From an optimization exercise on the open Yosys and OpenROAD flow, aimed at small area, a short achievable clock period and few clock cycles; shortcuts taken in it are not production practice. The RTL was checked by simulation tests, not by an equivalence proof against the original design.

==> inputs of juniper <==
// fxp_unit
module fxp_unit (
    input  wire        clk,
    input  wire        rst,
    input  wire        in_valid,
    output wire        in_ready,
    input  wire [31:0] in_cmd,
    input  wire [31:0] in_opa,
    input  wire [31:0] in_opb,
    output reg         out_valid,
    output reg  [31:0] out_res,
    output reg  [7:0]  out_code,
    output reg         out_defaulted
);
Settings: LEC_CHECK=0, CAP_MARGIN=20, CORE_MARGIN=2, CORE_UTILIZATION=60, SLEW_MARGIN=20; clock period 14.0 ns.
standard.sh (not shown) runs the stock make flow with config.mk's settings and CLKGATE_MAP_FILE= SYNTH_SCRIPT=/design/flow/synth_recipe.tcl, a recipe that flattens the netlist after the stock synthesis.
==> flow/flow/run.sh <==
#!/bin/bash
export SETUP_SLACK_MARGIN=9
bash standard.sh > standard.log 2>&1
==> pepper (differences from juniper) <==
--- a/flow/design.v
+++ b/flow/design.v
@@ -18,71 +18,89 @@
     localparam [5:0] OP_Q2I  = 6'h05;
     localparam [5:0] OP_ADD  = 6'h06;
     localparam [5:0] OP_SUB  = 6'h07;
     localparam [5:0] OP_MUL  = 6'h08;
     localparam [5:0] OP_DIV  = 6'h09;
     localparam [5:0] OP_ONE  = 6'h0A;
     reg        rdy;
     reg        v0;
-    reg [31:0] c0, a0, b0;
+    reg [15:0] c0;           
+    reg        c0_low;       
+    reg [31:0] a0, b0;
+    reg [31:0] am0, bm0;     
     assign in_ready = rdy;
     wire acc = in_valid && rdy;
+    wire [5:0]  in_opc = in_cmd[31:26];
+    wire [31:0] in_p2  = 32'd1 << in_cmd[25:21];
     always @(posedge clk) begin
-        c0 <= in_cmd;
+        c0 <= in_cmd[31:16];
+        c0_low <= (in_cmd[15:0] != 16'd0);
         a0 <= in_opa;
-        b0 <= in_opb;
+        b0 <= (in_opc == OP_Q2I) ? 32'd1 : (in_opc == OP_I2Q) ? in_p2 : in_opb;
+        am0 <= in_opa[31] ? (32'd0 - in_opa) : in_opa;
+        bm0 <= in_opb[31] ? (32'd0 - in_opb) : in_opb;
         v0 <= acc && !rst;
     end
-    wire [5:0] opc = c0[31:26];
-    wire [4:0] fp  = c0[25:21];
-    wire [4:0] fi  = c0[20:16];
+    wire [5:0] opc = c0[15:10];
+    wire [4:0] fp  = c0[9:5];
+    wire [4:0] fi  = c0[4:0];
     reg takes_fmt, known;
     always @(*) begin
         known = 1'b1;
         takes_fmt = 1'b0;
         case (opc)
             OP_INIT, OP_ADD, OP_SUB: takes_fmt = 1'b0;
             OP_F2Q, OP_Q2F, OP_I2Q, OP_Q2I, OP_MUL, OP_DIV, OP_ONE: takes_fmt = 1'b1;
             default: known = 1'b0;
         endcase
     end
     wire [5:0] fmt_sum = {1'b0, fp} + {1'b0, fi};
-    wire ill_cmd = !known || (c0[15:0] != 16'd0) ||
-                   (!takes_fmt && (c0[25:16] != 10'd0));
+    wire ill_cmd = !known || c0_low ||
+                   (!takes_fmt && (c0[9:0] != 10'd0));
     wire ill_fmt = takes_fmt && fmt_sum[5];
     wire ok      = !ill_cmd && !ill_fmt;
     function [31:0] dec32;
         input [4:0] k;
         begin
             dec32 = 32'd1 << k;
         end
     endfunction
     wire [31:0] p_dec = dec32(fp);
-    wire [31:0] mb = opc[3] ? b0 : (opc[0] ? 32'd1 : p_dec);
+    function [31:0] thermo32;
+        input [4:0] k;
+        integer i;
+        begin
+            for (i = 0; i < 32; i = i + 1)
+                thermo32[i] = (i < k);
+        end
+    endfunction
+    wire [31:0] mb = b0;
     wire [63:0] m_r1, m_r2;
     fxp_mul_cs u_mul (.a(a0), .b(mb), .r1(m_r1), .r2(m_r2));
     wire i2q_big = (fp == 5'd31);    
     wire sel_m   = ok && (opc == OP_MUL || opc == OP_Q2I || (opc == OP_I2Q && !i2q_big));
     wire [4:0] m_sh = (opc == OP_I2Q) ? 5'd0 : fp;
-    wire [31:0] a_mag = a0[31] ? (32'd0 - a0) : a0;
-    wire [31:0] b_mag = b0[31] ? (32'd0 - b0) : b0;
+    wire [31:0] a_mag = am0;
+    wire [31:0] b_mag = bm0;
     function [4:0] lzc32;
         input [31:0] x;
         integer k;
         begin
             lzc32 = 5'd31;
             for (k = 0; k < 32; k = k + 1)
                 if (x[k]) lzc32 = 5'd31 - k[4:0];
         end
     endfunction
     wire [4:0]  a_lz = lzc32(a_mag);
     wire [4:0]  b_lz = lzc32(b_mag);
     wire [31:0] a_nrm = a_mag << a_lz;
     wire [31:0] b_nrm = b_mag << b_lz;
+    wire [33:0] b3_mag = {2'b00, b_mag} + {1'b0, b_mag, 1'b0};
+    wire [33:0] b3_nrm = b3_mag << b_lz;      
     wire        a_zero = (a0 == 32'd0);
     wire        b_zero = (b0 == 32'd0);
     wire [7:0]  q_exp   = 8'd158 - {3'b000, a_lz} - {3'b000, fp};
     wire        q_round = a_nrm[7] && (a_nrm[8] || (a_nrm[6:0] != 7'd0));
     wire [31:0] q2f_pre = a_zero ? 32'd0 : {a0[31], q_exp, a_nrm[30:8]};
     wire        f_sign = a0[31];
     wire [7:0]  f_exp  = a0[30:23];
     wire        f_nan  = (f_exp == 8'hFF) && (a0[22:0] != 23'd0);
@@ -98,17 +116,17 @@
             f_tmask[kk] = ({1'b0, fi} + kk[5:0] >= 6'd24);
     end
     wire        f_top1 = (fi <= 5'd24) && ((f_mant | ~f_tmask) == 24'hFFFFFF);
     wire        f_clamp = f_geI || (!f_sign && (fi == 5'd0 || (f_eqI1 && f_top1)));
     wire [9:0]  f_r    = 10'd157 - {2'b00, f_eeff} - {5'd0, fp};
     wire [30:0] f_shr  = {f_mant, 7'd0} >> f_r[4:0];
     wire [30:0] f_m    = (f_r[9:5] == 5'd0) ? f_shr : 31'd0;
     wire [31:0] t_ip   = dec32(fmt_sum[4:0]);
-    wire [31:0] lim_p  = (t_ip - 32'd1) & ~(p_dec - 32'd1);
+    wire [31:0] lim_p  = thermo32(fmt_sum[4:0]) & ~thermo32(fp);
     wire [31:0] f2q_mag = f_clamp ? (f_sign ? t_ip : lim_p) : {1'b0, f_m};
     wire [32:0] as_b   = opc[0] ? ~{b0[31], b0} : {b0[31], b0};
     wire [32:0] as_sum = {a0[31], a0} + as_b + {32'd0, opc[0]};
     wire [31:0] as_res = (as_sum[32] != as_sum[31]) ?
                          (as_sum[32] ? 32'h80000000 : 32'h7FFFFFFF) : as_sum[31:0];
     reg        init_dflt;
     reg [4:0]  init_p, init_i;
     wire       init_hi  = (a0[31:5] != 27'd0) || (b0[31:5] != 27'd0);
@@ -134,17 +152,18 @@
     wire [6:0]  d_e     = {2'b00, b_lz} - {2'b00, a_lz} + {2'b00, fp};
     wire        d_neg   = a0[31] ^ b0[31];
     wire        d_zero  = a_zero || d_e[6];
     wire        d_sat   = !d_zero && (d_e[5]);
     wire        d_long  = !d_zero && !d_sat;
     wire [3:0]  d_ncyc  = d_e[4:1];           
     wire [33:0] d_r0    = d_e[0] ? {1'b0, a_nrm, 1'b0} : {2'b00, a_nrm};
     wire        is_div  = (opc == OP_DIV);
-    wire        div_go  = v0 && ok && is_div && !b_zero && d_long;
+    wire        div_any = v0 && ok && is_div && !b_zero;   
+    wire        div_go  = div_any && d_long;
     reg [31:0] x_pre;
     reg        x_inv, x_cin, x_dflt;
     reg [2:0]  x_code;    
     always @(*) begin
         x_pre  = 32'd0;
         x_inv  = 1'b0;
         x_cin  = 1'b0;
         x_dflt = 1'b0;
@@ -160,70 +179,73 @@
                     if (f_nan) x_code = 3'b111;
                     else begin x_pre = f2q_mag; x_inv = f_sign; x_cin = f_sign; end
                 end
                 OP_Q2F:  begin x_pre = q2f_pre; x_cin = q_round; end
                 OP_I2Q:  x_pre = i2q_big_res;
                 OP_ADD, OP_SUB: x_pre = as_res;
                 OP_DIV: begin
                     if (b_zero) x_code = 3'b110;
-                    else if (d_sat) x_pre = d_neg ? 32'h80000000 : 32'h7FFFFFFF;
                 end
                 OP_ONE:  x_pre = one_res;
                 default: x_pre = 32'd0;
             endcase
         end
     end
     reg        v1, m1, inv1, cin1, dflt1;
     reg [63:0] r1, r2;
     reg [4:0]  sh1;
     reg [31:0] x1;
     reg [2:0]  code1;
     always @(posedge clk) begin
-        v1    <= v0 && !div_go && !rst;
+        v1    <= v0 && !div_any && !rst;
         m1    <= sel_m;
         r1    <= m_r1;
         r2    <= m_r2;
         sh1   <= m_sh;
         x1    <= x_pre;
         inv1  <= x_inv;
         cin1  <= x_cin;
         dflt1 <= x_dflt;
         code1 <= x_code;
     end
     reg        dbusy, ddone, dneg;
     reg [3:0]  dcnt;
     reg [33:0] drem;     
     reg [31:0] dden;
+    reg [33:0] dden3;    
     reg [31:0] dquo;
-    wire [33:0] t1 = {1'b0, drem[33:1]} - {2'b00, dden};
-    wire        q1 = !t1[33];
-    wire [32:0] i1 = q1 ? t1[32:0] : drem[33:1];
-    wire [33:0] rem1 = {i1[31:0], drem[0], 1'b0};
-    wire [33:0] t2 = {1'b0, rem1[33:1]} - {2'b00, dden};
-    wire        q2 = !t2[33];
-    wire [32:0] i2 = q2 ? t2[32:0] : rem1[33:1];
-    wire [33:0] rem2 = {i2[31:0], rem1[0], 1'b0};
+    wire [32:0] dint = drem[33:1];
+    wire        dfr  = drem[0];
+    wire [34:0] x2   = {1'b0, dint, dfr};                  
+    wire [34:0] t1   = {2'b00, dint} - {3'b000, dden};     
+    wire [34:0] u0   = x2 - {3'b000, dden};                
+    wire [34:0] u1   = x2 - {1'b0, dden3};                 
+    wire        q1   = !t1[34];
+    wire        q2   = q1 ? !u1[34] : !u0[34];
+    wire [31:0] y    = q1 ? (q2 ? u1[31:0] : {t1[30:0], dfr}) : (q2 ? u0[31:0] : x2[31:0]);
+    wire [33:0] rem2 = {y, 2'b00};
     always @(posedge clk) begin
         if (!dbusy) begin
             drem <= d_r0;
             dden <= b_nrm;
-            dquo <= 32'd0;
+            dden3 <= b3_nrm;
+            dquo <= {32{d_sat}};     
             dcnt <= d_ncyc;
             dneg <= d_neg;
         end else begin
             drem <= rem2;
             dquo <= {dquo[29:0], q1, q2};
             dcnt <= dcnt - 4'd1;
         end
         if (rst) begin
             dbusy <= 1'b0;
             ddone <= 1'b0;
         end else begin
-            ddone <= dbusy && (dcnt == 4'd0);
+            ddone <= (dbusy && (dcnt == 4'd0)) || (div_any && !d_long);
             if (div_go)
                 dbusy <= 1'b1;
             else if (dcnt == 4'd0)
                 dbusy <= 1'b0;
         end
     end
     always @(posedge clk) begin
         if (rst)
==> flow/flow/run.sh (replaced) <==
#!/bin/bash
export SETUP_SLACK_MARGIN=9.5
bash standard.sh > standard.log 2>&1
- CORE_UTILIZATION: 60 -> 52
==> summary of the runs <==
Against juniper, the area after synthesis of pepper is larger by about 2.7%.
Synthesized cell count: juniper is higher than pepper (about 5.5%).
pepper finished clean. juniper never finished: it broke off in global routing.
Testbench counts of juniper, summed over its fixed seeds: cycles 36,176.
Testbench counts of pepper, summed over its fixed seeds: cycles 36,176.

## afterwards: timing with drivers on the ports
Ports are ideal in the flow. The routed layout listed here was re-timed in OpenROAD.
Step 1 sets driving cells, clkbuf_16 on the clock port and buf_2 on the other inputs (assumed; they add their load-dependent delay and slew).
Step 2 also shifts input and output timing later by t, the mid clock arrival at the registers, as if the neighbouring blocks saw the same clock.
Slacks: ideal ports / drivers / drivers and shift; pairs: ideal ports / drivers.
run: pepper
shift t [ns]: 0.790
slack for setup (ns): 9.341 / 9.341 / 8.701
worst register clock-pin slew, ns: 0.08 / 0.08
After both steps setup and hold are still met in pepper. The setup slack of pepper moves by 0.000 ns with the drivers and by -0.640 ns with both steps.
